What follows belongs to an exercise in optimizing a design on an open flow for small area, a short achievable clock period and few clock cycles; a production flow would make more cautious choices. The RTL was checked by simulation tests, not by an equivalence proof against the original design.

## flow/design.v (module list and top-level ports; edited modules follow where they fit)
// module nfb_blit: 3772 lines
module nfb_blit (
    input  wire        clk,
    input  wire        rst,           
    input  wire        start,         
    input  wire [15:0] start_len,     
    input  wire [1:0]  start_phase,   
    input  wire [3:0]  p_hue,         
    input  wire [9:0]  p_sat,         
    input  wire [9:0]  p_con,         
    input  wire [7:0]  p_bri,         
    input  wire [8:0]  p_sharp,       
    input  wire [8:0]  p_bleed,       
    input  wire        in_valid,
    input  wire [15:0] in_pix,
    output wire        in_ready,
    output reg         out_valid,
    output reg  [15:0] out_pix,
    output reg         done,
    output reg  [1:0]  phase_out,
    output reg         busy
);
  // ...
==> flow/run.sh <==
#!/bin/bash
# synth_recipe.tcl (not shown) runs the flow's synth.tcl, then flattens the netlist and writes it again
# the make line also repeats each setting of config.mk as NAME=value (left out here)
make -C /OpenROAD-flow-scripts/flow DESIGN_CONFIG=/design/flow/config.mk WORK_HOME=/design/flow/orfs CLKGATE_MAP_FILE= SYNTH_SCRIPT=/design/flow/synth_recipe.tcl finish
==> flow/config.mk <==
export PLATFORM = sky130hd
export DESIGN_NAME = nfb_blit
export DESIGN_NICKNAME = nfb_blit
export VERILOG_FILES = /design/flow/design.v
export SDC_FILE = /design/flow/constraint.sdc
export NUM_CORES = 4
export LEC_CHECK = 0
export CAP_MARGIN = 20
export CORE_MARGIN = 2
export CORE_UTILIZATION = 40
export SLEW_MARGIN = 20
==> flow/constraint.sdc <==
create_clock -name core_clock -period 24.0 [get_ports {clk}]
set_input_delay 4.8000 -clock core_clock [delete_from_list [all_inputs] [get_ports {clk}]]
set_output_delay 4.8000 -clock core_clock [all_outputs]
set_load 0.01 [all_outputs]
==> reports/qor_table.md, run 1 <==
| Step | Item | Value |
| --- | --- | --- |
| outcome | Run status | finished clean |
| critical path | Sort of element at the end of the critical path | output pin |
| global route | Global-route track usage on met1 | 0.270 |
| critical path | Register-to-Register Setup Slack | 17.51 ns |
| synthesis | Fraction of synthesized area in multiplexers | 0.00481 |
| synthesis | List of most frequent post-synthesis cells | sky130_fd_sc_hd__inv_1, sky130_fd_sc_hd__fa_1, sky130_fd_sc_hd__xnor2_1 |
| synthesis | Mean instance size in the synthesized netlist | 10.1 um2 |
| timing | Setup Total Neg Slack | 0 ns |
| timing | Period utilization | 0.272 |
| synthesis | Post-synthesis net count | 11368 |
| clock network | Clk pin slew, worst setup/hold paths | 0.06 ns |
| placed design | Post-Place Worst Slack | 17.36 ns |
| synthesis | Largest family of logic cells by synthesized area | adder cells |
| timing | Largest clock skew in the final design | 0.0523 ns |
| min path | Instance count along the most critical hold path | 0 |
| clock network | Clock tree root driver cell | sky130_fd_sc_hd__clkbuf_16 |
| floorplan | Ports | 110 |
| critical path | Maximum fanout count along the critical path | 3 |
| synthesis | Most instantiated flip-flop cell in the synthesis netlist | sky130_fd_sc_hd__edfxtp_1 |
| clock network | Resize count post-CTS | 0 |
| floorplan | Area of the core | 228000 um2 |
| critical path | R2R Path Start | hc_n$_DFFE_PN_ |
| detailed routing | Highest routed metal layer | met4 |
| clock network | Buffer levels on the longest clock path | 3 |
| global route | First-pass GRT wire length | 372 mm |
| run | Count of maximum capacitance violations | 0 |
| finish | Share of final-layout standard cells stronger than drive strength 1 | 0.0327 |
| clock network | Skew-Pair Late Insertion Delay | 0.76 ns |
| clock network | Number of buffers inserted to repair setup after CTS | 0 |
| finish | Most frequent standard cell in the layout excluding fill and tap cells | sky130_fd_sc_hd__inv_1 |
| min path | Worst Hold Launch | s1y0[12]$_DFF_P_ |
| finish | Final standard cell area without fillers | 99000 um2 |
| synthesis | Register area share after synthesis | 0.215 |
| finish | Fill cell count | 21749 |
| critical path | Destination of the critical timing path | busy |
| global route | Maximum number of pins on one net before global-route repair | 78 |
| floorplan | Total Die Area | 233000 um2 |
Testbench counts, summed over its fixed seeds: cycles 18,888.
==> run 2, diff against run 1 <==
--- a/flow/design.v
+++ b/flow/design.v
@@ -27,18 +27,17 @@
             kk = {2'b00, k, 1'b0};
             for (j = 0; j < 6; j = j + 1) begin
                 recode[j]      = kk[2*j+1] ^ kk[2*j];
                 recode[6 + j]  = (kk[2*j+2] & ~kk[2*j+1] & ~kk[2*j]) | (~kk[2*j+2] & kk[2*j+1] & kk[2*j]);
                 recode[12 + j] = kk[2*j+2] & ~(kk[2*j+1] & kk[2*j]);
             end
         end
     endfunction
-    reg [15:0]       len_r;
-    reg [1:0]        ph_r;
+    reg              empty_r;      
     reg [8:0]        sharp_r;
     reg [7:0]        bri_r;
     reg [5:0]        dcon_one, dcon_two, dcon_neg;
     reg [5:0]        dsat_one, dsat_two, dsat_neg;
     reg [4:0]        dbl_one, dbl_two, dbl_neg;
     reg [4:0]        dsp_one, dsp_two, dsp_neg;      
     reg              hc_hi, hc_lo, hc_222, hc_n;      
     reg              hs_hi, hs_lo, hs_222, hs_n;      
@@ -3657,18 +3656,16 @@
     wire [7:0] ch_g = clamp8(fg);
     wire [7:0] ch_b = clamp8(fb);
     wire [17:0] rc_con = recode(p_con);
     wire [17:0] rc_sat = recode(p_sat);
     wire [17:0] rc_bl  = recode({1'b0, p_bleed});
     wire [17:0] rc_sp  = recode(10'd256 - {1'b0, sharp_r});
     always @(posedge clk) begin
         if (!busy) begin
-            len_r    <= start_len;
-            ph_r     <= start_phase;
             sharp_r  <= p_sharp;
             bri_r    <= p_bri;
             {dcon_neg, dcon_two, dcon_one} <= rc_con;
             {dsat_neg, dsat_two, dsat_one} <= rc_sat;
             {dbl_neg, dbl_two, dbl_one}    <= {rc_bl[16:12], rc_bl[10:6], rc_bl[4:0]};
             {hc_hi, hc_lo, hc_222, hc_n}   <= hcode_p[7:4];
             {hs_hi, hs_lo, hs_222, hs_n}   <= hcode_p[3:0];
         end
@@ -3737,36 +3734,37 @@
             e3        <= ew;
             l3        <= lw;
             e4        <= e3;
             l4        <= l3;
             out_valid <= e4;
             done      <= 1'b0;
             if (start && !busy)
                 busy <= 1'b1;
-            if (v0)
+            if (v0 && busy)
                 pc <= (pc == 2'd2) ? 2'd0 : pc + 2'd1;
             if (ew)
                 {pe2, pe1, pe0, pen} <= {pe1, pe0, pe2, !pe2};
             if (step && warm != 2'd2)
                 warm <= warm + 2'd1;
-            if (st) begin
-                rem  <= len_r;
-                rdy  <= (len_r != 16'd0);
-                pc   <= ph_r;
-                pe0  <= (ph_r == 2'd2);
-                pe1  <= (ph_r == 2'd0);
-                pe2  <= (ph_r == 2'd1);
-                pen  <= (ph_r != 2'd2);
+            if (start && !busy) begin
+                rem  <= start_len;
+                rdy  <= (start_len != 16'd0);
+                pc   <= start_phase;
+                pe0  <= (start_phase == 2'd2);
+                pe1  <= (start_phase == 2'd0);
+                pe2  <= (start_phase == 2'd1);
+                pen  <= (start_phase != 2'd2);
                 warm <= 2'd0;
+                empty_r <= (start_len == 16'd0);
             end else if (v0) begin
                 rem <= rem - 16'd1;
             end
-            if (!st && rdy && in_valid && (v0 ? (rem == 16'd2) : (rem == 16'd1)))
+            if (rdy && in_valid && (v0 ? (rem == 16'd2) : (rem == 16'd1)))
                 rdy <= 1'b0;
-            if ((st && len_r == 16'd0) || l4) begin
+            if ((st && empty_r) || l4) begin
                 busy      <= 1'b0;
                 done      <= 1'b1;
-                phase_out <= (st ? ph_r : pc);
+                phase_out <= pc;
             end
         end
     end
 endmodule
==> flow/flow/run.sh (new file) <==
#!/bin/bash
# The standard layout (the standard.sh, unchanged synthesis and steps),
# with ORFS's timing repair aiming for a setup slack of SETUP_SLACK_MARGIN ns
# at the design's clock period, i.e. for a shorter achieved period. The
# clock period and constraints are the design's. make's output goes to
# flow_make.log; each ORFS step writes its own log under orfs/logs/.
set -euo pipefail
cd "$(dirname "$0")/.."
bash standard.sh SETUP_SLACK_MARGIN=18 finish > flow_make.log 2>&1
==> flow/standard.sh (new file) <==
#!/bin/bash
# synth_recipe.tcl (not shown) runs the flow's synth.tcl, then flattens the netlist and writes it again
# the make line also repeats each setting of config.mk as NAME=value (left out here)
make -C /OpenROAD-flow-scripts/flow DESIGN_CONFIG=/design/flow/config.mk WORK_HOME=/design/flow/orfs CLKGATE_MAP_FILE= SYNTH_SCRIPT=/design/flow/synth_recipe.tcl "${@:-finish}"
removed: flow/run.sh
==> run 2 against run 1 <==
Compared with the run above: cell area is 0.26% higher; critical path depth stayed put; clock skew is 0.017 ns higher; sequential cell count is 17 lower; setup slack better by 0.44 ns; first-iteration DRC count is 0.67% lower; critical endpoint is now phase_out[0]; highest routed layer is now met5.
==> reports/qor_table.md, run 2 <==
| Step | Item | Value | vs previous |
| --- | --- | --- | --- |
| timing | Worst slew slack as a fraction of its limit | 0.325 | was 0.270 |
| timing | Highest attainable clock frequency | 0.164 GHz | was 0.153 GHz |
| clock network | Number of hold buffers added after cts | 0 | unchanged |
| floorplan | Area of the core | 227000 um2 | was 228000 um2 |
| detailed routing | Average vias per placed instance | 5.08 | was 5.13 |
| floorplan | Die X | 481 um | was 483 um |
| critical path | Data arrival time at the worst-slack endpoint | 1.28 ns | was 1.72 ns |
| synthesis | Register area share after synthesis | 0.211 | was 0.215 |
| critical path | Worst path slowest cell | sky130_fd_sc_hd__edfxtp_1 | was sky130_fd_sc_hd__clkdlybuf4s50_1 |
| run | Count of maximum capacitance violations | 0 | unchanged |
| timing | Period utilization | 0.253 | was 0.272 |
| outcome | Run status | finished clean | unchanged |
| finish | Final standard cell area without fillers | 99300 um2 | was 99000 um2 |
| critical path | Maximum fanout count along the critical path | 1 | was 3 |
| floorplan | Row Count | 175 | unchanged |
| detailed routing | Vias after detailed routing | 61549 | was 61975 |
| synthesis | Synth async-reset ratio | 0 | unchanged |
| synthesis | Most instantiated flip-flop cell in the synthesis netlist | sky130_fd_sc_hd__edfxtp_1 | unchanged |
| synthesis | Share of Yosys cell area claimed by the top area cell type | 0.288 | was 0.286 |
| finish | Most frequent standard cell in the layout excluding fill and tap cells | sky130_fd_sc_hd__inv_1 | unchanged |
| min path | Worst hold-check path type | reg2reg | unchanged |
| placed design | Placed inst area | 94700 um2 | was 95600 um2 |
| finish | Share of final-layout standard cells stronger than drive strength 1 | 0.0565 | was 0.0327 |
| placed design | Post-Place Worst Slack | 17.30 ns | was 17.36 ns |
| placed design | Port Buffer Count | 109 | unchanged |
| critical path | Critical path buffer and inverter count | 1 | unchanged |
| timing | Largest clock skew in the final design | 0.0694 ns | was 0.0523 ns |
| finish | Fill cell count | 21561 | was 21749 |
| finish | Final net count | 11257 | was 11219 |
| placed design | Weighted congestion at the end of routability-driven global placement | 0.884 | was 0.898 |
| synthesis | Post-synth EDFFs | 389 | was 406 |
| critical path | Data required time of the worst path | 19.20 ns | about the same |
| critical path | Cell-by-cell trace of the critical path | buf_6 | was clkdlybuf4s50_1 |
| synthesis | Post-synthesis cell count | 9059 | was 9130 |
| clock network | Number of sinks driven by the clock tree | 765 | was 782 |
| global route | First-pass GRT wire length | 364 mm | was 372 mm |
| timing | Max-slew violation total from the final report | 0 | unchanged |
| global route | GRT Overall Usage | 0.199 | was 0.200 |
| finish | Area added between synthesis and finish | 9.14% | was 7.84% |
| clock network | Buffer levels on the longest clock path | 3 | unchanged |
| global route | Via count of the first global-routing pass | 65524 | was 65649 |
| detailed routing | Wire length per cell after detailed routing | 18.9 um | was 19.3 um |
| detailed routing | Wire length reported by the detailed router | 229 mm | was 234 mm |
| timing | Slew of the pin with the lowest slew margin | 1.01 ns | was 1.09 ns |
| finish | Top library cells by usage in the layout, fill and taps aside | sky130_fd_sc_hd__inv_1, sky130_fd_sc_hd__fa_1, sky130_fd_sc_hd__xnor2_1, sky130_fd_sc_hd__ha_1, sky130_fd_sc_hd__a22oi_1 | unchanged |
| clock network | Clock tree root driver cell | sky130_fd_sc_hd__clkbuf_16 | unchanged |
| clock network | TritonCTS buffer count | 92 | was 96 |
| synthesis | List of most frequent post-synthesis cells | sky130_fd_sc_hd__inv_1, sky130_fd_sc_hd__fa_1, sky130_fd_sc_hd__xnor2_1 | unchanged |
| critical path | Start-to-end type of the worst setup path | reg2out | unchanged |
| timing | Setup Total Neg Slack | 0 ns | unchanged |
| critical path | Top Family by Delay on Critical Path | flip-flops | was buffers and inverters |
| clock network | Skew-Pair Late Insertion Delay | 0.76 ns | about the same |
| synthesis | Mean instance size in the synthesized netlist | 10.0 um2 | was 10.1 um2 |
| clock network | Max H-tree Level | 3 | unchanged |
| clock network | Clk pin slew, worst setup/hold paths | 0.06 ns | about the same |
| timing | Final Worst Setup Slack | 17.92 ns | was 17.48 ns |
| floorplan | Ports | 110 | unchanged |
| global route | Global-route congestion overflow total | 0 | unchanged |
| floorplan | Die span in y | 481 um | was 483 um |
| detailed routing | Number of search-and-repair iterations in the first detailed-routing pass | 5 | was 6 |
| placed design | Half-perimeter wire length after placement | 181 mm | was 186 mm |
| critical path | Largest incremental delay on the critical path | 0.39 ns | was 0.57 ns |
| synthesis | Post-synth top area cell | sky130_fd_sc_hd__fa_1 | unchanged |
| global route | Maximum number of pins on one net before global-route repair | 78 | unchanged |
| timing | Clock period minus final worst setup slack | 6.08 ns | was 6.52 ns |
| floorplan | Total Die Area | 231000 um2 | was 233000 um2 |
| synthesis | Post-synthesis net count | 11297 | was 11368 |
| synthesis | Most numerous cell in the Yosys netlist | sky130_fd_sc_hd__inv_1 | unchanged |
| global route | Number of antenna violations at the first check in global routing | 10 | was 9 |
| finish | Registers with the most flip-flops | s3cya (29), s3cyb (29) | unchanged |
| detailed routing | Starting DRT DRC Count | 4024 | was 4051 |
| synthesis | Post-synth cell types | 86 | was 96 |
| detailed routing | DRC violations left | 0 | unchanged |
| synthesis | Synth Cell Area | 90900 um2 | was 91800 um2 |
| synthesis | Leading cell types by total area after synthesis | sky130_fd_sc_hd__fa_1, sky130_fd_sc_hd__edfxtp_1, sky130_fd_sc_hd__ha_1, sky130_fd_sc_hd__xnor2_1, sky130_fd_sc_hd__dfxtp_1 | unchanged |
| detailed routing | Routed Antenna Nets | 0 | unchanged |
| critical path | Critical Path Start Type | register | unchanged |
| clock network | CTS tree | built | unchanged |
| floorplan | Effective utilization at floorplan | 0.401 | was 0.403 |
| timing | Unrepaired setup endpoints after global routing | yes | was no |
| synthesis | Flops & latches, synth | 765 | was 782 |
| timing | Total count of hold-check failures in the final report | 0 | unchanged |
| synthesis | Yosys warns | 1 | unchanged |
| timing | Final number of setup-violating endpoints | 0 | unchanged |
| critical path | Sort of element at the end of the critical path | output pin | unchanged |
run 2: changes by cell type after synthesis, moves of 10 or more:
| cell | delta |
|---|---|
| sky130_fd_sc_hd__o21a_1 | +23 |
| sky130_fd_sc_hd__inv_1 | +21 |
| sky130_fd_sc_hd__nor3_1 | -20 |
| sky130_fd_sc_hd__a21o_1 | +17 |
| sky130_fd_sc_hd__edfxtp_1 | -17 |
| sky130_fd_sc_hd__nand3_1 | -17 |
| sky130_fd_sc_hd__o21ai_0 | +17 |
| sky130_fd_sc_hd__xnor2_1 | -17 |
| sky130_fd_sc_hd__nand4_1 | -13 |
| sky130_fd_sc_hd__xor2_1 | +11 |
| sky130_fd_sc_hd__a21oi_1 | -10 |
run 2: final timing paths:
check	slack, ns	cells after the start	end	startpoint
max reg2reg	18.21	21	wi0[16]$_SDFFCE_PP0P_	s1x[12]$_DFF_P_
max	17.92	1	phase_out[0]	phase_out[0]$_DFFE_PP_
min reg2reg	0.32	0	s1y0b[6]$_DFF_P_	s1y0[6]$_DFF_P_
min	0.32	0	s1y0b[6]$_DFF_P_	s1y0[6]$_DFF_P_
run 2: area by class of cell:
| type | instances | area (um2) | area share |
|---|---|---|---|
| Sequential cell | 765 | 19300 | 0.194 |
| Clock buffer | 118 | 2540 | 0.0256 |
| Timing Repair Buffer | 289 | 2620 | 0.0264 |
| Tap cell | 3009 | 3760 | 0.0379 |
| Clock inverter | 56 | 612 | 0.00616 |
| Antenna cell | 4 | 10.0 | 0.000101 |
| Inverter | 1999 | 7540 | 0.0760 |
| Multi-Input combinational cell | 5872 | 62900 | 0.634 |
run 2: per-layer routing:
metal,track usage,share of wire,vias up
li1,-,-,28813
met1,0.255,0.43,31009
met2,0.346,0.50,1385
met3,0.0230,0.042,338
met4,0.0665,0.035,4
met5,0,0.00010,-
run 2: per-stage QoR:
| stage | std cells | hold WS [ns] | util |
|---|---|---|---|
| CTS | 12014 | 0.325 | 0.433 |
| detailed placement | 11822 | 0.312 | 0.418 |
| global route | 12108 | 0.332 | 0.438 |
| floorplan | 9059 | 0.310 | - |
| finish | 12112 | 0.323 | 0.438 |
| global placement | 11822 | 0.312 | 0.418 |
run 2: what timing repair did:
| action | CTS | global route |
|---|---|---|
| pin swaps | 0 | 7 |
| buffers inserted | 18 | 92 |
| gates cloned | 0 | 2 |
| endpoints found under the setup margin | 59 | 67 |
| gates resized for setup | 135 | 111 |
run 2: cell families (layout without fill, tap and decap cells):
| logic type | count (synthesis) | count (layout) | synth area share |
|---|---|---|---|
| mux | 44 | 44 | 0.00498 |
| other cells | 0 | 4 | 0 |
| simple gates | 1063 | 1063 | 0.0568 |
| buf+inv | 2422 | 2462 | 0.100 |
| xor+xnor | 1143 | 1143 | 0.110 |
| compound gates | 1472 | 1472 | 0.113 |
| fa+ha+maj | 2150 | 2150 | 0.404 |
| flops | 765 | 765 | 0.211 |
run 2: worst register-to-register path: stages (launching register included):
cell                      delay [ns]
sky130_fd_sc_hd__dfxtp_1        0.63
sky130_fd_sc_hd__a22oi_1        0.19
sky130_fd_sc_hd__xnor2_1        0.16
sky130_fd_sc_hd__ha_1           0.28
sky130_fd_sc_hd__inv_1          0.05
sky130_fd_sc_hd__fa_1           0.49
sky130_fd_sc_hd__inv_1          0.05
sky130_fd_sc_hd__fa_1           0.47
sky130_fd_sc_hd__inv_1          0.05
sky130_fd_sc_hd__fa_1           0.50
sky130_fd_sc_hd__inv_1          0.04
sky130_fd_sc_hd__ha_1           0.21
sky130_fd_sc_hd__or4_1          0.50
sky130_fd_sc_hd__a221o_1        0.27
sky130_fd_sc_hd__a311o_1        0.30
sky130_fd_sc_hd__a31o_2         0.28
sky130_fd_sc_hd__a41oi_2        0.27
sky130_fd_sc_hd__a21oi_2        0.13
sky130_fd_sc_hd__and3_1         0.23
sky130_fd_sc_hd__a41oi_2        0.20
sky130_fd_sc_hd__xor2_1         0.16
sky130_fd_sc_hd__nor2_1         0.05
Testbench counts of run 2, summed over its fixed seeds: cycles 18,824.
==> run 3, diff against run 2 <==
--- a/flow/config.mk
+++ b/flow/config.mk
@@ -7,5 +7,7 @@
 export LEC_CHECK = 0
 export CAP_MARGIN = 20
 export CORE_MARGIN = 2
-export CORE_UTILIZATION = 40
+export CORE_UTILIZATION = 55
+export CTS_CLUSTER_DIAMETER = 100
+export CTS_CLUSTER_SIZE = 30
 export SLEW_MARGIN = 20
==> run 3 against run 2 <==
Compared with the run above: still clean; cell area is 2.9% lower; synthesized cell count unchanged; die area fell by 27%; via count down 0.74%.
==> reports/qor_table.md, run 3 <==
| Step | Item | Value | vs previous |
| --- | --- | --- | --- |
| timing | Slew of the pin with the lowest slew margin | 1.04 ns | was 1.01 ns |
| floorplan | Die span in y | 411 um | was 481 um |
| placed design | Weighted congestion at the end of routability-driven global placement | 0.878 | was 0.884 |
| finish | Fill cell count | 14352 | was 21561 |
| critical path | Top Family by Delay on Critical Path | flip-flops | unchanged |
| synthesis | Flops & latches, synth | 765 | unchanged |
| placed design | Placed inst area | 93700 um2 | was 94700 um2 |
| critical path | Critical path buffer and inverter count | 1 | unchanged |
| global route | Via count of the first global-routing pass | 64100 | was 65524 |
| critical path | Start-to-end type of the worst setup path | reg2out | unchanged |
| critical path | Sort of element at the end of the critical path | output pin | unchanged |
| timing | Setup Total Neg Slack | 0 ns | unchanged |
| global route | Global-route congestion overflow total | 0 | unchanged |
| timing | Period utilization | 0.252 | was 0.253 |
| synthesis | Leading cell types by total area after synthesis | sky130_fd_sc_hd__fa_1, sky130_fd_sc_hd__edfxtp_1, sky130_fd_sc_hd__ha_1, sky130_fd_sc_hd__xnor2_1, sky130_fd_sc_hd__dfxtp_1 | unchanged |
| critical path | Data arrival time at the worst-slack endpoint | 1.25 ns | was 1.28 ns |
| synthesis | Synth async-reset ratio | 0 | unchanged |
| synthesis | Yosys warns | 1 | unchanged |
| min path | Worst hold-check path type | reg2reg | unchanged |
| detailed routing | Wire length reported by the detailed router | 228 mm | was 229 mm |
| finish | Top library cells by usage in the layout, fill and taps aside | sky130_fd_sc_hd__inv_1, sky130_fd_sc_hd__fa_1, sky130_fd_sc_hd__xnor2_1, sky130_fd_sc_hd__ha_1, sky130_fd_sc_hd__a22oi_1 | unchanged |
| synthesis | Mean instance size in the synthesized netlist | 10.0 um2 | unchanged |
| global route | GRT Overall Usage | 0.272 | was 0.199 |
| finish | Multi-input gate area in the final layout | 62900 um2 | about the same |
| critical path | Largest incremental delay on the critical path | 0.39 ns | about the same |
| global route | Met2 layer usage reported by global route | 0.483 | was 0.346 |
| global route | Most utilized layer in the global route result | met2 | unchanged |
| outcome | Run status | finished clean | unchanged |
| finish | Area added between synthesis and finish | 5.92% | was 9.14% |
| finish | Registers with the most flip-flops | s3cya (29), s3cyb (29) | unchanged |
| synthesis | Post-synthesis net count | 11297 | unchanged |
| clock network | TritonCTS buffer count | 44 | was 92 |
| finish | Final standard cell area without fillers | 96300 um2 | was 99300 um2 |
| global route | Number of antenna violations at the first check in global routing | 5 | was 10 |
| global route | First-pass GRT wire length | 361 mm | was 364 mm |
| placed design | Half-perimeter wire length after placement | 181 mm | about the same |
| finish | Footprint of the flip-flops and latches | 19300 um2 | about the same |
| detailed routing | Average vias per placed instance | 5.47 | was 5.08 |
| synthesis | Most numerous cell in the Yosys netlist | sky130_fd_sc_hd__inv_1 | unchanged |
| clock network | Buffer levels on the longest clock path | 3 | unchanged |
| synthesis | Post-synth EDFFs | 389 | unchanged |
| critical path | Worst path slowest cell | sky130_fd_sc_hd__edfxtp_1 | unchanged |
| finish | Most frequent standard cell in the layout excluding fill and tap cells | sky130_fd_sc_hd__inv_1 | unchanged |
| detailed routing | Routed Antenna Nets | 0 | unchanged |
| timing | Highest attainable clock frequency | 0.165 GHz | was 0.164 GHz |
| detailed routing | DRC violations left | 0 | unchanged |
| run | Count of maximum capacitance violations | 0 | unchanged |
| clock network | Clk pin slew, worst setup/hold paths | 0.11 ns | was 0.06 ns |
| detailed routing | Vias after detailed routing | 61091 | was 61549 |
| timing | Largest clock skew in the final design | 0.0670 ns | was 0.0694 ns |
| critical path | Data required time of the worst path | 19.20 ns | about the same |
| synthesis | Post-synth cell types | 86 | unchanged |
| synthesis | Share of Yosys cell area claimed by the top area cell type | 0.288 | unchanged |
| critical path | Cell-by-cell trace of the critical path | buf_2 | was buf_6 |
| synthesis | List of most frequent post-synthesis cells | sky130_fd_sc_hd__inv_1, sky130_fd_sc_hd__fa_1, sky130_fd_sc_hd__xnor2_1 | unchanged |
| synthesis | Most instantiated flip-flop cell in the synthesis netlist | sky130_fd_sc_hd__edfxtp_1 | unchanged |
| finish | Final net count | 11174 | was 11257 |
| synthesis | Post-synth top area cell | sky130_fd_sc_hd__fa_1 | unchanged |
| timing | Max-slew violation total from the final report | 0 | unchanged |
| finish | Share of final-layout standard cells stronger than drive strength 1 | 0.0434 | was 0.0565 |
| global route | Maximum number of pins on one net before global-route repair | 69 | was 78 |
| synthesis | Post-synthesis cell count | 9059 | unchanged |
| detailed routing | Wire length per cell after detailed routing | 20.4 um | was 18.9 um |
| timing | Unrepaired setup endpoints after global routing | yes | unchanged |
| placed design | Port Buffer Count | 109 | unchanged |
| critical path | Critical Path Start Type | register | unchanged |
| global route | Global routing usage on met3 | 0.0267 | was 0.0230 |
| floorplan | Die X | 411 um | was 481 um |
| timing | Final number of setup-violating endpoints | 0 | unchanged |
| clock network | Clock tree root driver cell | sky130_fd_sc_hd__clkbuf_16 | unchanged |
| floorplan | Total Die Area | 169000 um2 | was 231000 um2 |
| floorplan | Area of the core | 165000 um2 | was 227000 um2 |
| global route | Global-route track usage on met1 | 0.350 | was 0.255 |
| timing | Total count of hold-check failures in the final report | 0 | unchanged |
| timing | Clock period minus final worst setup slack | 6.05 ns | was 6.08 ns |
| clock network | Max H-tree Level | 2 | was 3 |
| floorplan | Effective utilization at floorplan | 0.552 | was 0.401 |
| clock network | Skew-Pair Late Insertion Delay | 0.71 ns | was 0.76 ns |
| synthesis | Synth Cell Area | 90900 um2 | unchanged |
| timing | Final-layout worst hold slack | 0.324 ns | was 0.323 ns |
| critical path | Maximum fanout count along the critical path | 1 | unchanged |
| floorplan | Row Count | 149 | was 175 |
| detailed routing | Number of search-and-repair iterations in the first detailed-routing pass | 6 | was 5 |
| synthesis | Register area share after synthesis | 0.211 | unchanged |
| clock network | CTS tree | built | unchanged |
| clock network | Number of sinks driven by the clock tree | 765 | unchanged |
| detailed routing | Starting DRT DRC Count | 3734 | was 4024 |
| timing | Worst slew slack as a fraction of its limit | 0.306 | was 0.325 |
| floorplan | Ports | 110 | unchanged |
## run 3: metal layers
layer | routed length [um] | part of all wire | vias to the layer above
met5 | 0 | 0 | -
met2 | 116000 | 0.51 | 1263
met1 | 95300 | 0.42 | 30943
met3 | 8720 | 0.038 | 270
li1 | - | - | 28615
met4 | 7990 | 0.035 | 0
## run 3: timing repair
item                                   in CTS  in global routing
resized for setup                         132                 94
endpoints found under the hold margin       0                  0
setup endpoints to repair                  77                 80
buffers inserted                           18                 60
cloned                                      0                  2
pin swaps                                   0                  8
hold buffers                                0                  0
## run 3: final cells by class
| type | instances | share of cell area |
|---|---|---|
| Antenna cell | 2 | 0.0000520 |
| Clock buffer | 49 | 0.0116 |
| Clock inverter | 32 | 0.00494 |
| Inverter | 1999 | 0.0781 |
| Multi-Input combinational cell | 5872 | 0.653 |
| Sequential cell | 765 | 0.200 |
| Tap cell | 2189 | 0.0284 |
| Timing Repair Buffer | 254 | 0.0241 |
## run 3: cells by family after synthesis
kind of cell | Yosys count | share of synthesized area
compound gates | 1472 | 0.113
xor+xnor | 1143 | 0.110
fa+ha+maj | 2150 | 0.404
buf+inv | 2422 | 0.100
flops | 765 | 0.211
mux | 44 | 0.00498
simple gates | 1063 | 0.0568
## run 3: metrics by stage
stage / setup WS (ns) / std cells / utilization
floorplan: 18.05 / 9059 / -
global placement: 17.06 / 10999 / 0.569
detailed placement: 17.35 / 10999 / 0.569
CTS: 17.89 / 11098 / 0.580
global route: 17.89 / 11160 / 0.585
finish: 17.95 / 11162 / 0.585
## run 3: path summary, 6_finish.rpt
check / endpoint / cells past startpoint / slack (ns) / startpoint
worst max-delay path: phase_out[1] / 1 / 17.95 / phase_out[1]$_DFFE_PP_
worst min-delay path: s1y0b[3]$_DFF_P_ / 0 / 0.32 / s1y0[3]$_DFF_P_
worst min register to register: s1y0b[3]$_DFF_P_ / 0 / 0.32 / s1y0[3]$_DFF_P_
worst max register to register: out_pix[14]$_SDFF_PN0_ / 18 / 18.21 / s4y[4]$_DFF_P_
==> run 4, diff against run 3 <==
--- a/flow/config.mk
+++ b/flow/config.mk
@@ -9,5 +9,5 @@
 export CORE_MARGIN = 2
 export CORE_UTILIZATION = 55
 export CTS_CLUSTER_DIAMETER = 100
-export CTS_CLUSTER_SIZE = 30
+export CTS_CLUSTER_SIZE = 24
 export SLEW_MARGIN = 20
==> run 4 against run 3 <==
Compared with the run above: cell area about the same; synthesized cell count stayed put; count of clock-buffer cells in the layout grew 13; clock skew down 0.0060 ns; setup slack gained 0.017 ns; worst hold slack about the same; cell count about the same; critical endpoint unchanged; global-route usage about the same.
==> reports/qor_table.md, run 4 <==
| Step | Item | Value | vs previous |
| --- | --- | --- | --- |
| outcome | Run status | finished clean | unchanged |
| clock network | Number of hold buffers added after cts | 0 | unchanged |
| global route | First-pass GRT wire length | 361 mm | about the same |
| placed design | Placed inst area | 93700 um2 | unchanged |
| timing | Max-slew violation total from the final report | 0 | unchanged |
| finish | Area added between synthesis and finish | 5.98% | was 5.92% |
| finish | Final net count | 11176 | was 11174 |
| floorplan | Total Die Area | 169000 um2 | unchanged |
| synthesis | Post-synthesis cell count | 9059 | unchanged |
| detailed routing | Vias after detailed routing | 61115 | was 61091 |
| floorplan | Die X | 411 um | unchanged |
| critical path | Sort of element at the end of the critical path | output pin | unchanged |
| critical path | Register-to-Register Setup Slack | 18.21 ns | about the same |
| clock network | Max H-tree Level | 2 | unchanged |
| synthesis | Synth async-reset ratio | 0 | unchanged |
| finish | Multi-input gate area in the final layout | 62900 um2 | about the same |
| synthesis | Most instantiated flip-flop cell in the synthesis netlist | sky130_fd_sc_hd__edfxtp_1 | unchanged |
| clock network | Number of sinks driven by the clock tree | 765 | unchanged |
| detailed routing | Wire length per cell after detailed routing | 20.4 um | about the same |
| synthesis | Yosys warns | 1 | unchanged |
| min path | Worst Hold Launch | s1y0[12]$_DFF_P_ | was s1y0[3]$_DFF_P_ |
| synthesis | List of most frequent post-synthesis cells | sky130_fd_sc_hd__inv_1, sky130_fd_sc_hd__fa_1, sky130_fd_sc_hd__xnor2_1 | unchanged |
| clock network | Clock tree root driver cell | sky130_fd_sc_hd__clkbuf_16 | unchanged |
| critical path | Top Family by Delay on Critical Path | flip-flops | unchanged |
| timing | Setup Total Neg Slack | 0 ns | unchanged |
| synthesis | Post-synth top area cell | sky130_fd_sc_hd__fa_1 | unchanged |
| clock network | Clk pin slew, worst setup/hold paths | 0.09 ns | was 0.11 ns |
| detailed routing | Average vias per placed instance | 5.47 | about the same |
| clock network | CTS tree | built | unchanged |
| timing | Clock period minus final worst setup slack | 6.03 ns | was 6.05 ns |
| global route | Number of antenna violations at the first check in global routing | 3 | was 5 |
| detailed routing | Starting DRT DRC Count | 3829 | was 3734 |
| global route | Most utilized layer in the global route result | met2 | unchanged |
| timing | Final-layout worst hold slack | 0.324 ns | about the same |
| critical path | Largest incremental delay on the critical path | 0.39 ns | about the same |
| detailed routing | Number of search-and-repair iterations in the first detailed-routing pass | 6 | unchanged |
| timing | Largest clock skew in the final design | 0.0609 ns | was 0.0670 ns |
| synthesis | Leading cell types by total area after synthesis | sky130_fd_sc_hd__fa_1, sky130_fd_sc_hd__edfxtp_1, sky130_fd_sc_hd__ha_1, sky130_fd_sc_hd__xnor2_1, sky130_fd_sc_hd__dfxtp_1 | unchanged |
| synthesis | Most numerous cell in the Yosys netlist | sky130_fd_sc_hd__inv_1 | unchanged |
| run | Count of maximum capacitance violations | 0 | unchanged |
| timing | Total count of hold-check failures in the final report | 0 | unchanged |
| critical path | Worst path slowest cell | sky130_fd_sc_hd__edfxtp_1 | unchanged |
| synthesis | Post-synthesis net count | 11297 | unchanged |
| clock network | Skew-Pair Late Insertion Delay | 0.72 ns | was 0.71 ns |
| placed design | Port Buffer Count | 109 | unchanged |
| global route | Global-route track usage on met1 | 0.351 | was 0.350 |
| critical path | R2R Path Start | hs_n$_SDFFCE_PP1N_ | was s4y[4]$_DFF_P_ |
| global route | Global-route congestion overflow total | 0 | unchanged |
| timing | Slew of the pin with the lowest slew margin | 1.05 ns | was 1.04 ns |
| critical path | Maximum fanout count along the critical path | 1 | unchanged |
| synthesis | Register area share after synthesis | 0.211 | unchanged |
| synthesis | Mean instance size in the synthesized netlist | 10.0 um2 | unchanged |
| floorplan | Effective utilization at floorplan | 0.552 | unchanged |
| placed design | Half-perimeter wire length after placement | 181 mm | unchanged |
| synthesis | Post-synth EDFFs | 389 | unchanged |
| finish | Registers with the most flip-flops | s3cya (29), s3cyb (29) | unchanged |
| min path | Worst hold-check path type | reg2reg | unchanged |
| global route | Via count of the first global-routing pass | 64116 | was 64100 |
| critical path | Data arrival time at the worst-slack endpoint | 1.23 ns | was 1.25 ns |
| timing | Highest attainable clock frequency | 0.166 GHz | was 0.165 GHz |
| clock network | TritonCTS buffer count | 48 | was 44 |
| clock network | Buffer levels on the longest clock path | 3 | unchanged |
| finish | Footprint of the flip-flops and latches | 19300 um2 | about the same |
| timing | Unrepaired setup endpoints after global routing | yes | unchanged |
| detailed routing | DRC violations left | 0 | unchanged |
| min path | Instance count along the most critical hold path | 0 | unchanged |
| finish | Top library cells by usage in the layout, fill and taps aside | sky130_fd_sc_hd__inv_1, sky130_fd_sc_hd__fa_1, sky130_fd_sc_hd__xnor2_1, sky130_fd_sc_hd__ha_1, sky130_fd_sc_hd__a22oi_1 | unchanged |
| synthesis | Share of Yosys cell area claimed by the top area cell type | 0.288 | unchanged |
| synthesis | Flops & latches, synth | 765 | unchanged |
| floorplan | Area of the core | 165000 um2 | unchanged |
| floorplan | Die span in y | 411 um | unchanged |
| finish | Final standard cell area without fillers | 96400 um2 | was 96300 um2 |
| timing | Period utilization | 0.251 | was 0.252 |
| detailed routing | Wire length reported by the detailed router | 228 mm | about the same |
| floorplan | Ports | 110 | unchanged |
| global route | Met2 layer usage reported by global route | 0.483 | about the same |
| synthesis | Post-synth cell types | 86 | unchanged |
| critical path | Data required time of the worst path | 19.20 ns | about the same |
| min path | Worst min-delay path endpoint | s1y0b[12]$_DFF_P_ | was s1y0b[3]$_DFF_P_ |
| finish | Most frequent standard cell in the layout excluding fill and tap cells | sky130_fd_sc_hd__inv_1 | unchanged |
| critical path | Cell-by-cell trace of the critical path | buf_2 | unchanged |
| global route | Global routing usage on met3 | 0.0254 | was 0.0267 |
| critical path | Worst flop-to-flop path endpoint | s1z[24]$_DFF_P_ | was out_pix[14]$_SDFF_PN0_ |
| critical path | Critical path buffer and inverter count | 1 | unchanged |
| critical path | FF-to-FF path depth | 18 | unchanged |
| global route | GRT Overall Usage | 0.272 | about the same |
| critical path | Critical Path Start Type | register | unchanged |
| critical path | Start-to-end type of the worst setup path | reg2out | unchanged |
| synthesis | Synth Cell Area | 90900 um2 | unchanged |
| finish | Share of final-layout standard cells stronger than drive strength 1 | 0.0422 | was 0.0434 |
| finish | Fill cell count | 14368 | was 14352 |
| global route | Maximum number of pins on one net before global-route repair | 69 | unchanged |
| timing | Final number of setup-violating endpoints | 0 | unchanged |
| timing | Worst slew slack as a fraction of its limit | 0.302 | was 0.306 |
| placed design | Weighted congestion at the end of routability-driven global placement | 0.878 | unchanged |
| detailed routing | Routed Antenna Nets | 0 | unchanged |
| floorplan | Row Count | 149 | unchanged |
run 4: cell count changes in the layout (fill, tap and decap cells not counted), sizes merged:
| cell | change |
|---|---|
| buf | -1 |
| inv | -7 |
| bufinv | +1 |
| diode | -1 |
| clkinvlp | -3 |
| clkinv | +3 |
| clkbuf | +12 |
run 4: kinds of logic after synthesis:
group / after synthesis / synth area share
fa+ha+maj: 2150 / 0.404
compound gates: 1472 / 0.113
xor+xnor: 1143 / 0.110
flops: 765 / 0.211
simple gates: 1063 / 0.0568
buf+inv: 2422 / 0.100
mux: 44 / 0.00498
run 4: how the worst max path moves through the flow:
stage	start	endpoint	slack [ns]	cells past startpoint
after floorplan	dsat_neg[0]$_DFFE_PN_	wi0[16]$_SDFFCE_PP0P_	18.05	23
after global placement	start	pen$_DFFE_PP_	17.06	4
after detailed placement	rst	rem[10]$_DFFE_PP_	17.35	3
after CTS	phase_out[1]$_DFFE_PP_	phase_out[1]	17.91	1
after global routing	hs_n$_SDFFCE_PP1N_	s1z[24]$_DFF_P_	17.85	19
final	phase_out[1]$_DFFE_PP_	phase_out[1]	17.97	1
run 4: repair_timing:
action	in CTS	in global routing
setup endpoints to repair	76	87
gates cloned	0	1
gates resized for setup	134	83
setup buffers	15	62
pin swaps	0	8
run 4: cell type report:
class	instances	area share
multi-input cells	5872	0.652
flip-flops and latches	765	0.200
inverters	1999	0.0781
well taps	2189	0.0284
repair buffers	252	0.0240
clock buffers	62	0.0131
clock inverters	26	0.00432
diodes	1	0.0000260
run 4: per-stage QoR:
step	utilization	setup WS, ns	cells
after floorplan	-	18.05	9059
after global placement	0.569	17.06	10999
after detailed placement	0.569	17.35	10999
after CTS	0.580	17.91	11102
after global routing	0.586	17.85	11165
final	0.586	17.97	11166
run 4: layer usage:
layer | wire length, um | share of wire
met1 | 95600 | 0.42
met4 | 8030 | 0.035
met3 | 8370 | 0.037
met5 | 0 | 0
met2 | 116000 | 0.51
==> run 5, diff against run 4 <==
--- a/flow/config.mk
+++ b/flow/config.mk
@@ -7,7 +7,7 @@
 export LEC_CHECK = 0
 export CAP_MARGIN = 20
 export CORE_MARGIN = 2
-export CORE_UTILIZATION = 55
+export CORE_UTILIZATION = 65
 export CTS_CLUSTER_DIAMETER = 100
 export CTS_CLUSTER_SIZE = 24
 export SLEW_MARGIN = 20
==> run 5 against run 4 <==
Compared with the run above: still clean on timing, DRC and antenna; cell count is 2.6% lower; non-clock buffer count is 18 higher; critical path depth stayed put; count of clock-buffer cells in the layout is 3 higher; die area is 15% lower; worst hold slack better by 0.0080 ns; sequential cell count stayed put; cell area hardly changed; clock skew is 0.0080 ns lower; critical path type unchanged; largest cell class unchanged.
==> reports/qor_table.md, run 5 <==
| Step | Item | Value | vs previous |
| --- | --- | --- | --- |
| outcome | Run status | finished clean | unchanged |
| synthesis | Most instantiated flip-flop cell in the synthesis netlist | sky130_fd_sc_hd__edfxtp_1 | unchanged |
| critical path | Maximum fanout count along the critical path | 1 | unchanged |
| synthesis | Share of Yosys cell area claimed by the top area cell type | 0.288 | unchanged |
| detailed routing | Vias after detailed routing | 62087 | was 61115 |
| synthesis | Yosys warns | 1 | unchanged |
| synthesis | Register area share after synthesis | 0.211 | unchanged |
| timing | Total count of hold-check failures in the final report | 0 | unchanged |
| detailed routing | Average vias per placed instance | 5.71 | was 5.47 |
| finish | Area added between synthesis and finish | 5.92% | was 5.98% |
| floorplan | Total Die Area | 143000 um2 | was 169000 um2 |
| synthesis | Mean instance size in the synthesized netlist | 10.0 um2 | unchanged |
| global route | GRT Overall Usage | 0.323 | was 0.272 |
| finish | Most frequent standard cell in the layout excluding fill and tap cells | sky130_fd_sc_hd__inv_1 | unchanged |
| critical path | Worst path slowest cell | sky130_fd_sc_hd__edfxtp_1 | unchanged |
| synthesis | Post-synth cell types | 86 | unchanged |
| critical path | Largest incremental delay on the critical path | 0.36 ns | was 0.39 ns |
| timing | Worst slew slack as a fraction of its limit | 0.274 | was 0.302 |
| critical path | Top Family by Delay on Critical Path | flip-flops | unchanged |
| min path | Instance count along the most critical hold path | 0 | unchanged |
| global route | Maximum number of pins on one net before global-route repair | 90 | was 69 |
| synthesis | Compound-cell area share of the yosys netlist | 0.113 | unchanged |
| synthesis | Synth async-reset ratio | 0 | unchanged |
| timing | Final-layout worst hold slack | 0.332 ns | was 0.324 ns |
| synthesis | Leading cell types by total area after synthesis | sky130_fd_sc_hd__fa_1, sky130_fd_sc_hd__edfxtp_1, sky130_fd_sc_hd__ha_1, sky130_fd_sc_hd__xnor2_1, sky130_fd_sc_hd__dfxtp_1 | unchanged |
| synthesis | Largest family of logic cells by synthesized area | adder cells | unchanged |
| clock network | Clock tree root driver cell | sky130_fd_sc_hd__clkbuf_16 | unchanged |
| global route | Via count of the first global-routing pass | 64740 | was 64116 |
| clock network | Max H-tree Level | 2 | unchanged |
| synthesis | Post-synthesis adder-cell area fraction | 0.404 | unchanged |
| synthesis | Post-synthesis net count | 11297 | unchanged |
| floorplan | Ports | 110 | unchanged |
| timing | Unrepaired setup endpoints after global routing | yes | unchanged |
| min path | Worst hold-check path type | reg2reg | unchanged |
| critical path | Critical Path Start Type | register | unchanged |
| critical path | Sort of element at the end of the critical path | output pin | unchanged |
| synthesis | Xor/xnor cell area share of the yosys netlist | 0.110 | unchanged |
| synthesis | Post-synth top area cell | sky130_fd_sc_hd__fa_1 | unchanged |
| timing | Clock period minus final worst setup slack | 6.01 ns | was 6.03 ns |
| finish | Share of final-layout standard cells stronger than drive strength 1 | 0.0463 | was 0.0422 |
| critical path | FF-to-FF path depth | 18 | unchanged |
| finish | Final standard cell area without fillers | 96300 um2 | was 96400 um2 |
| finish | Final net count | 11195 | was 11176 |
| critical path | Register-to-Register Setup Slack | 18.16 ns | was 18.21 ns |
| finish | Top library cells by usage in the layout, fill and taps aside | sky130_fd_sc_hd__inv_1, sky130_fd_sc_hd__fa_1, sky130_fd_sc_hd__xnor2_1, sky130_fd_sc_hd__ha_1, sky130_fd_sc_hd__a22oi_1 | unchanged |
| placed design | Weighted congestion at the end of routability-driven global placement | 0.930 | was 0.878 |
| critical path | Critical path buffer and inverter count | 1 | unchanged |
| detailed routing | Starting DRT DRC Count | 4001 | was 3829 |
| global route | Global-route congestion overflow total | 0 | unchanged |
| detailed routing | DRC violations left | 0 | unchanged |
| clock network | Buffer levels on the longest clock path | 3 | unchanged |
| global route | First-pass GRT wire length | 359 mm | was 361 mm |
| finish | Multi-input gate area in the final layout | 62900 um2 | about the same |
| clock network | Skew-Pair Late Insertion Delay | 0.71 ns | was 0.72 ns |
| placed design | Half-perimeter wire length after placement | 180 mm | was 181 mm |
| floorplan | Area of the core | 139000 um2 | was 165000 um2 |
| clock network | TritonCTS buffer count | 49 | was 48 |
| timing | Period utilization | 0.250 | was 0.251 |
| synthesis | Fraction of synthesized area in multiplexers | 0.00498 | unchanged |
| synthesis | Post-synthesis cell count | 9059 | unchanged |
| global route | Number of antenna violations at the first check in global routing | 6 | was 3 |
| placed design | Placed inst area | 93300 um2 | was 93700 um2 |
| clock network | Clk pin slew, worst setup/hold paths | 0.10 ns | was 0.09 ns |
| clock network | CTS tree | built | unchanged |
| finish | End-of-flow core utilization | 0.692 | was 0.586 |
| clock network | Number of hold buffers added after cts | 0 | unchanged |
| finish | Registers with the most flip-flops | s3cya (29), s3cyb (29) | unchanged |
| clock network | Number of sinks driven by the clock tree | 765 | unchanged |
| floorplan | Row Count | 137 | was 149 |
| synthesis | Flops & latches, synth | 765 | unchanged |
| critical path | Worst flop-to-flop path endpoint | out_pix[14]$_SDFF_PN0_ | was s1z[24]$_DFF_P_ |
| floorplan | Die span in y | 378 um | was 411 um |
| floorplan | Effective utilization at floorplan | 0.653 | was 0.552 |
| critical path | Start-to-end type of the worst setup path | reg2out | unchanged |
| detailed routing | Wire length per cell after detailed routing | 20.9 um | was 20.4 um |
| synthesis | Synth Cell Area | 90900 um2 | unchanged |
| timing | Highest attainable clock frequency | 0.166 GHz | about the same |
| min path | Worst min-delay path endpoint | s1y0b[11]$_DFF_P_ | was s1y0b[12]$_DFF_P_ |
| synthesis | List of most frequent post-synthesis cells | sky130_fd_sc_hd__inv_1, sky130_fd_sc_hd__fa_1, sky130_fd_sc_hd__xnor2_1 | unchanged |
| min path | Worst Hold Launch | s1y0[11]$_DFF_P_ | was s1y0[12]$_DFF_P_ |
| detailed routing | Wire length reported by the detailed router | 227 mm | was 228 mm |
| run | Count of maximum capacitance violations | 0 | unchanged |
| detailed routing | Routed Antenna Nets | 0 | unchanged |
| timing | Slew of the pin with the lowest slew margin | 1.09 ns | was 1.05 ns |
| synthesis | Simple-gate portion of the synthesized area | 0.0568 | unchanged |
| timing | Largest clock skew in the final design | 0.0529 ns | was 0.0609 ns |
| finish | Footprint of the flip-flops and latches | 19300 um2 | about the same |
| synthesis | Most numerous cell in the Yosys netlist | sky130_fd_sc_hd__inv_1 | unchanged |
| critical path | R2R Path Start | s4y[4]$_DFF_P_ | was hs_n$_SDFFCE_PP1N_ |
| critical path | Data arrival time at the worst-slack endpoint | 1.21 ns | was 1.23 ns |
| detailed routing | Number of search-and-repair iterations in the first detailed-routing pass | 6 | unchanged |
| finish | Fill cell count | 10904 | was 14368 |
| placed design | Port Buffer Count | 109 | unchanged |
| timing | Setup Total Neg Slack | 0 ns | unchanged |
| critical path | Cell-by-cell trace of the critical path | buf_2 | unchanged |
| timing | Max-slew violation total from the final report | 0 | unchanged |
| timing | Final number of setup-violating endpoints | 0 | unchanged |
| synthesis | Post-synth EDFFs | 389 | unchanged |
| critical path | Data required time of the worst path | 19.20 ns | about the same |
| floorplan | Die X | 378 um | was 411 um |
## run 5: cell counts after synthesis
Identical to the previous run, type by type.
## run 5: what timing repair did
item,in CTS,in global routing
setup buffers,45,44
pin swaps,0,4
resized for setup,158,99
cloned,0,3
endpoints found under the setup margin,66,77
## run 5: kinds of logic after synthesis
logic type / count (synthesis)
AO/OA/AOI/OAI: 1472
adder cells (fa/ha/maj): 2150
flip-flops: 765
multiplexers: 44
buffers and inverters: 2422
AND/OR/NAND/NOR: 1063
XOR/XNOR: 1143
## run 5: cell type report
cell class	count	area share
multi-input combinational	5872	0.653
sequential	765	0.200
inverter	1999	0.0782
timing repair buffer	270	0.0262
tap	1876	0.0244
clock buffer	65	0.0136
clock inverter	26	0.00448
antenna	4	0.000104
## run 5: metrics by stage
step	std cells	setup slack, ns
final	10877	17.99
after global placement	10690	17.38
after global routing	10874	17.90
after floorplan	9059	18.05
after detailed placement	10690	17.34
after CTS	10826	17.82
## run 5: how the worst max path moves through the flow
| stage | start | to | slack (ns) | cells after the start |
|---|---|---|---|---|
| 3_3_place_gp | start | rem[12]$_DFFE_PP_ | 17.38 | 4 |
| 3_5_place_dp | start | rem[12]$_DFFE_PP_ | 17.34 | 4 |
| 2_1_floorplan | dsat_neg[0]$_DFFE_PN_ | wi0[16]$_SDFFCE_PP0P_ | 18.05 | 23 |
| 6_report | phase_out[0]$_DFFE_PP_ | phase_out[0] | 17.99 | 1 |
| 5_1_grt | phase_out[1]$_DFFE_PP_ | phase_out[1] | 17.90 | 1 |
| 4_1_cts | hs_n$_SDFFCE_PP1N_ | s1z[24]$_DFF_P_ | 17.82 | 18 |
## run 5: layer usage
| layer | wire length, um | share of wire | global-route usage | vias up |
|---|---|---|---|---|
| met3 | 10600 | 0.047 | 0.0310 | 393 |
| met4 | 11300 | 0.050 | 0.138 | 2 |
| met1 | 90000 | 0.40 | 0.406 | 31283 |
| li1 | - | - | - | 28675 |
| met2 | 115000 | 0.51 | 0.569 | 1734 |
| met5 | 13 | 0.000057 | 0 | - |

[separate check: timing with driven ports]
How much do the figures lean on ideal ports? The routed layouts below were timed once more, with nothing changed but the port constraints. Step 1, drivers: a clkbuf_16 drives clk and a buf_2 each remaining input, both assumed. Step 2 also shifts input and output timing later by t, the mid clock arrival at the registers, as if the neighbouring blocks saw the same clock. Slacks: ideal / step 1 / step 2; pairs: ideal / step 1.
run | t (ns) | setup slack, ns | worst setup path after step 2 | latest minus earliest clock arrival (ns) | worst data-port slew with drivers (ns)
run 1 | 0.827 | 17.481 / 17.393 / 17.410 | input to register | 0.072 / 0.072 | 0.08
run 2 | 0.814 | 17.917 / 17.830 / 17.349 | input to register | 0.069 / 0.069 | 0.10
run 3 | 0.764 | 17.953 / 17.870 / 17.429 | input to register | 0.073 / 0.073 | 0.05
run 4 | 0.776 | 17.970 / 17.885 / 17.429 | input to register | 0.061 / 0.061 | 0.05
run 5 | 0.770 | 17.994 / 17.914 / 17.482 | input to register | 0.055 / 0.055 | 0.16
After both steps every run listed still meets setup and hold. For run 2, which loses most, drivers alone change the setup slack by -0.087 ns; drivers and shift together by -0.568 ns.
